Background: an optimization exercise with open tools, aiming at small area, a short achievable clock period and few clock cycles. Do not read the settings as production practice.
Where RTL was checked, it was by simulation tests only, not by an equivalence proof against the original.
Power is estimated from default activity; no workload was simulated.

==> flow/design.v <==
module somagic_video_core (
    input  wire        clk,
    input  wire        rst,           
    input  wire [11:0] cfg_bpl,       
    input  wire [9:0]  cfg_lpf,       
    input  wire        in_valid,
    input  wire [7:0]  in_data,
    output wire        in_ready,
    input  wire        ret_valid,
    input  wire [1:0]  ret_buf,
    output reg         wr_valid,
    output wire [1:0]  wr_buf,
    output reg  [22:0] wr_off,
    output reg  [7:0]  wr_data,
    output reg         done_valid,
    output wire [1:0]  done_buf,
    output reg  [31:0] done_seq,
    output wire [22:0] done_bytes,
    output reg         done_err,
    output wire [2:0]  done_reason
);
    localparam [1:0] S_HUNT = 2'd0, S_SYNC1 = 2'd1, S_SYNC2 = 2'd2, S_TRC = 2'd3;
    reg  [9:0]  blk_pos;
    reg         blk_video;      
    wire is_hdr = (blk_pos[9:2] == 8'd0);
    wire d_ff   = (in_data == 8'hFF);
    wire d_00   = (in_data == 8'h00);
    wire d_aa   = (in_data == 8'hAA);
    wire take   = in_valid && !bk2;
    wire [9:0] blk_pos_inc = blk_pos + 10'd1;
    wire vb     = take && !is_hdr && blk_video;
    reg  [1:0]  sync_state;
    reg         bk1, bk2;       
    reg  [7:0]  bk_d;
    reg         rdy;            
    reg         ev_pix, ev_trc;
    reg  [7:0]  ev_d;
    assign in_ready = rdy;
    wire h_pix  = vb && sync_state == S_HUNT  && !d_ff;           
    wire s1_f   = vb && sync_state == S_SYNC1 && !d_00;           
    wire s2_f   = vb && sync_state == S_SYNC2 && !d_00;           
    wire trc    = vb && sync_state == S_TRC   && !d_00;
    wire fail   = s1_f || s2_f;
    always @(posedge clk) begin
        if (rst) begin
            blk_pos    <= 10'd0;
            sync_state <= S_HUNT;
            bk1        <= 1'b0;
            bk2        <= 1'b0;
            rdy        <= 1'b1;
            ev_pix     <= 1'b0;
            ev_trc     <= 1'b0;
        end else begin
            if (take) blk_pos <= blk_pos_inc;
            if (vb) begin
                case (sync_state)
                    S_HUNT:  if (d_ff) sync_state <= S_SYNC1;
                    S_SYNC1: sync_state <= d_00 ? S_SYNC2 : S_HUNT;
                    S_SYNC2: sync_state <= d_00 ? S_TRC : S_HUNT;
                    default: sync_state <= S_HUNT;
                endcase
            end
            ev_pix <= bk1 || bk2 || h_pix || fail;
            ev_trc <= trc;
            bk2    <= s2_f;
            rdy    <= !s2_f;
            bk1    <= bk2 || (bk1 ? h_pix : s1_f);
        end
        if (take && blk_pos[9:2] == 8'd0)
            blk_video <= (blk_pos[1] ? d_00 : d_aa) && (blk_pos[1:0] == 2'd0 || blk_video);
        ev_d <= bk2 ? 8'h00 : (bk1 ? bk_d : (sync_state[0] ^ sync_state[1] ? 8'hFF : in_data));
        if (!bk2) bk_d <= in_data;
    end
    reg         in_blank;
    reg         cur_valid;
    reg  [1:0]  cur_buf;
    reg         on_second;
    reg  [11:0] col_left;       
    reg  [9:0]  lines_left;     
    reg  [9:0]  alc_left;       
    reg         jump;           
    reg         full;           
    reg         eol;            
    reg         alc_short;      
    reg  [22:0] bytes_written;
    reg         done_short;
    reg  [11:0] bpl;            
    reg         acq_d;          
    reg  [1:0]  avail_q [0:3];
    reg  [2:0]  av_rd, av_wr;
    wire        av_empty = (av_rd == av_wr);
    wire sav   = ev_trc && !ev_d[4];
    wire eav   = ev_trc &&  ev_d[4];
    wire sav_f = ev_d[6];
    wire sav_v = ev_d[5];
    wire live        = ev_pix && !in_blank && cur_valid;
    wire pix_write   = live && !full;
    wire pix_ovf     = live && full;
    wire f2_sav      = sav && cur_valid && sav_f && !on_second;
    wire short_field = f2_sav && alc_short;
    wire field_two   = f2_sav && !alc_short;
    wire frame_done  = sav && cur_valid && !sav_f && on_second;
    wire finalize    = short_field || frame_done || pix_ovf;
    wire acquire     = sav && !sav_f && !sav_v && (!cur_valid || frame_done) && !av_empty;
    wire fstart      = acquire || field_two;
    assign wr_buf      = cur_buf;
    assign done_buf    = cur_buf;
    assign done_bytes  = bytes_written;
    assign done_reason = {done_err, 1'b0, done_short};
    wire [22:0] off_step = jump ? {11'd0, bpl} : 23'd0;
    always @(posedge clk) begin
        if (rst) begin
            in_blank   <= 1'b1;
            cur_valid  <= 1'b0;
            wr_valid   <= 1'b0;
            done_valid <= 1'b0;
            done_seq   <= 32'd0;
            avail_q[0] <= 2'd0;
            avail_q[1] <= 2'd1;
            avail_q[2] <= 2'd2;
            avail_q[3] <= 2'd3;
            av_rd      <= 3'd0;
            av_wr      <= 3'd4;
        end else begin
            wr_valid   <= pix_write;
            done_valid <= finalize;
            done_seq   <= done_seq + {31'd0, done_valid};
            if (eav) in_blank <= 1'b1;
            if (sav) in_blank <= sav_v;
            if (finalize) cur_valid <= 1'b0;
            if (acquire) cur_valid <= 1'b1;
            if (acq_d) av_rd <= av_rd + 3'd1;
            if (ret_valid) begin
                avail_q[av_wr[1:0]] <= ret_buf;
                av_wr <= av_wr + 3'd1;
            end
        end
        wr_data    <= ev_d;
        bpl        <= cfg_bpl;
        acq_d      <= acquire;
        done_err   <= short_field || pix_ovf;
        done_short <= short_field;
        if (acq_d) cur_buf <= avail_q[av_rd[1:0]];
        if (acquire) on_second <= 1'b0;
        else if (field_two) on_second <= 1'b1;
        if (pix_write)
            bytes_written <= (done_valid || !cur_valid) ? 23'd1 : bytes_written + 23'd1;
        else if (done_valid || !cur_valid)
            bytes_written <= 23'd0;
        if (fstart) begin
            col_left   <= bpl;
            lines_left <= cfg_lpf;
            alc_left   <= cfg_lpf;
            jump       <= field_two;
            wr_off     <= 23'h7FFFFF;
            full       <= 1'b0;       
            eol        <= 1'b0;       
            alc_short  <= 1'b1;
        end else begin
            if (pix_write) begin
                wr_off <= wr_off + off_step + 23'd1;
                jump   <= eol;
                if (eol) begin
                    col_left   <= bpl;
                    lines_left <= lines_left - 10'd1;
                    full       <= (lines_left == 10'd1);
                    eol        <= 1'b0;
                end else begin
                    col_left <= col_left - 12'd1;
                    eol      <= (col_left == 12'd2);
                end
            end
            if (eav && cur_valid && !in_blank && alc_short) begin
                alc_left  <= alc_left - 10'd1;
                alc_short <= (alc_left != 10'd1);
            end
        end
    end
endmodule
Settings: LEC_CHECK=0, CAP_MARGIN=20, CORE_MARGIN=2, CORE_UTILIZATION=40, CTS_BUF_LIST=sky130_fd_sc_hd__clkbuf_8, SLEW_MARGIN=20; clock period 10.5 ns.
standard.sh (not shown) runs the stock make flow with config.mk's settings and CLKGATE_MAP_FILE= SYNTH_SCRIPT=/design/flow/synth_recipe.tcl, a recipe that flattens the netlist after the stock synthesis.
==> flow/flow/run.sh <==
#!/bin/bash
export BUFFER_PORTS_ARGS="-buffer_cell sky130_fd_sc_hd__buf_1"
export SETUP_SLACK_MARGIN=7.2
bash standard.sh > standard.log 2>&1
Testbench counts at the start, summed over its fixed seeds: cycles 1,179,648.
Next try:
--- a/flow/design.v
+++ b/flow/design.v
@@ -80,10 +80,6 @@
     reg  [9:0]  alc_left;       
     reg         jump;           
-    reg         full;           
-    reg         eol;            
-    reg         alc_short;      
     reg  [22:0] bytes_written;
     reg         done_short;
-    reg  [11:0] bpl;            
     reg         acq_d;          
     reg  [1:0]  avail_q [0:3];
@@ -94,4 +90,7 @@
     wire sav_f = ev_d[6];
     wire sav_v = ev_d[5];
+    wire full        = (lines_left == 10'd0);
+    wire eol         = (col_left == 12'd1);
+    wire alc_short   = (alc_left != 10'd0);
     wire live        = ev_pix && !in_blank && cur_valid;
     wire pix_write   = live && !full;
@@ -108,5 +107,5 @@
     assign done_bytes  = bytes_written;
     assign done_reason = {done_err, 1'b0, done_short};
-    wire [22:0] off_step = jump ? {11'd0, bpl} : 23'd0;
+    wire [22:0] off_next = wr_off + (jump ? {11'd0, col_left} : 23'd0) + 23'd1;
     always @(posedge clk) begin
         if (rst) begin
@@ -137,5 +136,4 @@
         end
         wr_data    <= ev_d;
-        bpl        <= cfg_bpl;
         acq_d      <= acquire;
         done_err   <= short_field || pix_ovf;
@@ -149,29 +147,22 @@
             bytes_written <= 23'd0;
         if (fstart) begin
-            col_left   <= bpl;
+            col_left   <= cfg_bpl;
             lines_left <= cfg_lpf;
             alc_left   <= cfg_lpf;
             jump       <= field_two;
             wr_off     <= 23'h7FFFFF;
-            full       <= 1'b0;       
-            eol        <= 1'b0;       
-            alc_short  <= 1'b1;
         end else begin
             if (pix_write) begin
-                wr_off <= wr_off + off_step + 23'd1;
+                wr_off <= off_next;
                 jump   <= eol;
                 if (eol) begin
-                    col_left   <= bpl;
+                    col_left   <= cfg_bpl;
                     lines_left <= lines_left - 10'd1;
-                    full       <= (lines_left == 10'd1);
-                    eol        <= 1'b0;
                 end else begin
                     col_left <= col_left - 12'd1;
-                    eol      <= (col_left == 12'd2);
                 end
             end
             if (eav && cur_valid && !in_blank && alc_short) begin
                 alc_left  <= alc_left - 10'd1;
-                alc_short <= (alc_left != 10'd1);
             end
         end
After rerunning: Critical path depth does not change; clock-buffer cell count goes up by 2; via count shrinks by 4.1%; sequential power fell by 7.8%; combinational power fell by 33%; setup slack gets better by 0.039 ns; routed wire length decreases by 7.7%; area after synthesis fell by 3.6%.
Testbench counts after the change, summed over its fixed seeds: cycles 1,179,648.


somagic_video_core, a different RTL version from the one above (not shown whole).
Size in the first run: roughly 820 cells after synthesis, roughly 160 flip-flops, roughly 130 I/O pins.
==> module somagic_video_core, before the edit <==
module somagic_video_core (
    input  wire        clk,
    input  wire        rst,           
    input  wire [11:0] cfg_bpl,       
    input  wire [9:0]  cfg_lpf,       
    input  wire        in_valid,
    input  wire [7:0]  in_data,
    output wire        in_ready,
    input  wire        ret_valid,
    input  wire [1:0]  ret_buf,
    output reg         wr_valid,
    output wire [1:0]  wr_buf,
    output reg  [22:0] wr_off,
    output reg  [7:0]  wr_data,
    output reg         done_valid,
    output wire [1:0]  done_buf,
    output reg  [31:0] done_seq,
    output wire [22:0] done_bytes,
    output reg         done_err,
    output wire [2:0]  done_reason
);
    localparam [1:0] S_HUNT = 2'd0, S_SYNC1 = 2'd1, S_SYNC2 = 2'd2, S_TRC = 2'd3;
    reg  [9:0]  blk_pos;
    reg         blk_video;      
    wire is_hdr = (blk_pos[9:2] == 8'd0);
    wire d_ff   = (in_data == 8'hFF);
    wire d_00   = (in_data == 8'h00);
    wire d_aa   = (in_data == 8'hAA);
    wire take   = in_valid && rdy;
    wire vb     = take && !is_hdr && blk_video;
    reg  [1:0]  sync_state;
    reg         inj_ff;         
    reg         inj_00;         
    reg         rdy;            
    reg         ev_pix, ev_trc;
    reg  [7:0]  ev_d;
    assign in_ready = rdy;
    wire hold   = inj_ff || inj_00;
    wire h_pix  = vb && sync_state == S_HUNT  && !d_ff;
    wire s1_f   = vb && sync_state == S_SYNC1 && !d_00;
    wire s2_f   = vb && sync_state == S_SYNC2 && !d_00;
    wire trc    = vb && sync_state == S_TRC   && !d_00;
    wire fail   = s1_f || s2_f;
    wire inj_00_n = s2_f || (inj_00 && inj_ff);
    always @(posedge clk) begin
        if (rst) begin
            blk_pos    <= 10'd0;
            sync_state <= S_HUNT;
            inj_ff     <= 1'b0;
            inj_00     <= 1'b0;
            rdy        <= 1'b1;
            ev_pix     <= 1'b0;
            ev_trc     <= 1'b0;
        end else begin
            blk_pos <= blk_pos + {9'd0, take};
            if (vb) begin
                case (sync_state)
                    S_HUNT:  if (d_ff) sync_state <= S_SYNC1;
                    S_SYNC1: sync_state <= d_00 ? S_SYNC2 : S_HUNT;
                    S_SYNC2: sync_state <= d_00 ? S_TRC : S_HUNT;
                    default: sync_state <= S_HUNT;
                endcase
            end
            if (!hold) ev_pix <= h_pix || fail;
            ev_trc <= trc;
            inj_ff <= fail;
            inj_00 <= inj_00_n;
            rdy    <= !(fail || inj_00_n);
        end
        if (take && blk_pos[9:2] == 8'd0)
            blk_video <= (blk_pos[1] ? d_00 : d_aa) && (blk_pos[1:0] == 2'd0 || blk_video);
        if (!hold) ev_d <= in_data;
    end
    reg         in_blank;
    reg         cur_valid;
    reg         on_second;
    reg  [11:0] col_left;       
    reg  [9:0]  lines_left;     
    reg  [9:0]  alc_left;       
    reg         jump;           
    reg  [22:0] bytes_written;
    reg         done_short;
    reg  [1:0]  q0, q1, q2, q3;
    reg  [2:0]  av_cnt;         
    wire        av_ok = cur_valid ? (av_cnt[2] || av_cnt[1]) : (av_cnt != 3'd0);
    wire sav   = ev_trc && !ev_d[4];      
    wire eav   = ev_trc &&  ev_d[4];
    wire sav_f = ev_d[6];
    wire sav_v = ev_d[5];
    wire full        = (lines_left == 10'd0);
    wire eol         = (col_left == 12'd1);
    wire alc_short   = (alc_left != 10'd0);
    wire a_pix       = ev_pix || hold;      
    wire live        = a_pix && !in_blank && cur_valid;
    wire pix_write   = live && !full;
    wire pix_ovf     = live && full;
    wire f2_sav      = sav && cur_valid && sav_f && !on_second;
    wire short_field = f2_sav && alc_short;
    wire field_two   = f2_sav && !alc_short;
    wire frame_done  = sav && cur_valid && !sav_f && on_second;
    wire finalize    = short_field || frame_done || pix_ovf;
    wire acquire     = sav && !sav_f && !sav_v && (!cur_valid || frame_done) && av_ok;
    wire fstart      = acquire || field_two;
    assign wr_buf      = q0;
    assign done_buf    = q0;
    assign done_bytes  = bytes_written;
    assign done_reason = {done_err, 1'b0, done_short};
    always @(posedge clk) begin
        if (rst) begin
            in_blank   <= 1'b1;
            cur_valid  <= 1'b0;
            wr_valid   <= 1'b0;
            done_valid <= 1'b0;
            done_seq   <= 32'd0;
            q0         <= 2'd0;
            q1         <= 2'd1;
            q2         <= 2'd2;
            q3         <= 2'd3;
            av_cnt     <= 3'd4;
        end else begin
            wr_valid   <= pix_write;
            done_valid <= finalize;
            done_seq   <= done_seq + {31'd0, done_valid};
            if (eav) in_blank <= 1'b1;
            if (sav) in_blank <= sav_v;
            if (finalize) cur_valid <= 1'b0;
            if (acquire) cur_valid <= 1'b1;
            if (done_valid) begin
                q0 <= q1;
                q1 <= q2;
                q2 <= q3;
            end
            if (ret_valid) begin
                case (av_cnt[1:0] - {1'b0, done_valid})
                    2'd0: q0 <= ret_buf;
                    2'd1: q1 <= ret_buf;
                    2'd2: q2 <= ret_buf;
                    default: q3 <= ret_buf;
                endcase
            end
            av_cnt <= av_cnt + {2'd0, ret_valid} - {2'd0, done_valid};
        end
        wr_data    <= inj_ff ? 8'hFF : (inj_00 ? 8'h00 : ev_d);
        done_err   <= short_field || pix_ovf;
        done_short <= short_field;
        if (acquire) on_second <= 1'b0;
        else if (field_two) on_second <= 1'b1;
        bytes_written <= ((done_valid || !cur_valid) ? 23'd0 : bytes_written) + {22'd0, pix_write};
        if (fstart) begin
            col_left   <= cfg_bpl;
            lines_left <= cfg_lpf;
            alc_left   <= cfg_lpf;
            jump       <= field_two;
            wr_off     <= 23'h7FFFFF;
        end else begin
            wr_off <= wr_off + {11'd0, col_left & {12{jump && pix_write}}} + {22'd0, pix_write};
            if (pix_write) jump <= eol;
            if (pix_write && eol) col_left <= cfg_bpl;
            else col_left <= col_left - {11'd0, pix_write};
            lines_left <= lines_left - {9'd0, pix_write && eol};
            alc_left   <= alc_left - {9'd0, eav && cur_valid && !in_blank && alc_short};
        end
    end
endmodule
export LEC_CHECK = 0
export CAP_MARGIN = 20
export CORE_MARGIN = 2
export CORE_UTILIZATION = 40
export CTS_BUF_LIST = sky130_fd_sc_hd__clkbuf_8
export SLEW_MARGIN = 20
create_clock -name core_clock -period 10.5 [get_ports {clk}]
Scripts as last shown in full above: flow/flow/run.sh
Testbench counts at the start, summed over its fixed seeds: cycles 1,179,870.
==> next run, changes <==
--- a/flow/design.v
+++ b/flow/design.v
@@ -24,12 +24,13 @@
     reg         blk_video;      
     wire is_hdr = (blk_pos[9:2] == 8'd0);
     wire d_ff   = (in_data == 8'hFF);
     wire d_00   = (in_data == 8'h00);
     wire d_aa   = (in_data == 8'hAA);
     wire take   = in_valid && rdy;
+    wire [9:0] blk_pos_inc = blk_pos + 10'd1;
     wire vb     = take && !is_hdr && blk_video;
     reg  [1:0]  sync_state;
     reg         inj_ff;         
     reg         inj_00;         
     reg         rdy;            
     reg         ev_pix, ev_trc;
@@ -49,13 +50,13 @@
             inj_ff     <= 1'b0;
             inj_00     <= 1'b0;
             rdy        <= 1'b1;
             ev_pix     <= 1'b0;
             ev_trc     <= 1'b0;
         end else begin
-            blk_pos <= blk_pos + {9'd0, take};
+            if (take) blk_pos <= blk_pos_inc;
             if (vb) begin
                 case (sync_state)
                     S_HUNT:  if (d_ff) sync_state <= S_SYNC1;
                     S_SYNC1: sync_state <= d_00 ? S_SYNC2 : S_HUNT;
                     S_SYNC2: sync_state <= d_00 ? S_TRC : S_HUNT;
                     default: sync_state <= S_HUNT;
@@ -102,12 +103,13 @@
     wire acquire     = sav && !sav_f && !sav_v && (!cur_valid || frame_done) && av_ok;
     wire fstart      = acquire || field_two;
     assign wr_buf      = q0;
     assign done_buf    = q0;
     assign done_bytes  = bytes_written;
     assign done_reason = {done_err, 1'b0, done_short};
+    wire [22:0] off_next = wr_off + (jump ? {11'd0, col_left} : 23'd0) + 23'd1;
     always @(posedge clk) begin
         if (rst) begin
             in_blank   <= 1'b1;
             cur_valid  <= 1'b0;
             wr_valid   <= 1'b0;
             done_valid <= 1'b0;
What happened:
- The new run completed with no timing, DRC or antenna violations
- synthesized cell count climbs by 3.9%
- critical path depth does not change
- synthesized area grows by 3.4%
- routed wire length is higher by 6.4%
- final cell count grows by 2.8%
- power barely changes
- die area came out higher by 3.3%
- flip-flop and latch count is unchanged
- cell area went up by 3.5%
- non-clock buffer count falls by 4
- clock-buffer cell count is higher by 2
- worst hold slack improved by 0.0087 ns
- first-iteration DRC count rises by 48%
Function not checked in the second run of this note: the RTL went through the layout flow alone.

re-timing with driven ports:
The flow's constraints put no driver on any port. The routed layouts listed below were extracted and timed again, unchanged, in two steps.
Step 1 (the two cells are an assumption about what drives the block):
set clk [get_ports {clk}]
set_driving_cell -lib_cell sky130_fd_sc_hd__clkbuf_16 $clk
set_driving_cell -lib_cell sky130_fd_sc_hd__buf_2 [delete_from_list [all_inputs] $clk]
Step 2 also shifts input and output timing later by t, the mid clock arrival at the registers, as if the neighbouring blocks saw the same clock.
a / b / c = no drivers / after step 1 / after step 2; a / b = the first two.
| run | shift t [ns] | setup slack, ns | worst setup path after step 2 | clock arrival spread, ns |
|---|---|---|---|---|
| the first run of note 1 | 0.510 | 7.258 / 7.217 / 6.778 | input to register | 0.022 / 0.023 |
| the second run of note 1 | 0.480 | 7.296 / 7.257 / 6.936 | input to register | 0.019 / 0.019 |
| the first run of note 2 | 0.494 | 7.311 / 7.270 / 7.002 | input to register | 0.017 / 0.018 |
| the second run of note 2 | 0.475 | 7.299 / 7.263 / 6.965 | input to register | 0.017 / 0.017 |
After both steps every run listed still meets setup and hold. The setup slack of the first run of note 1, which loses most, moves by -0.041 ns with the drivers and by -0.480 ns with both steps.
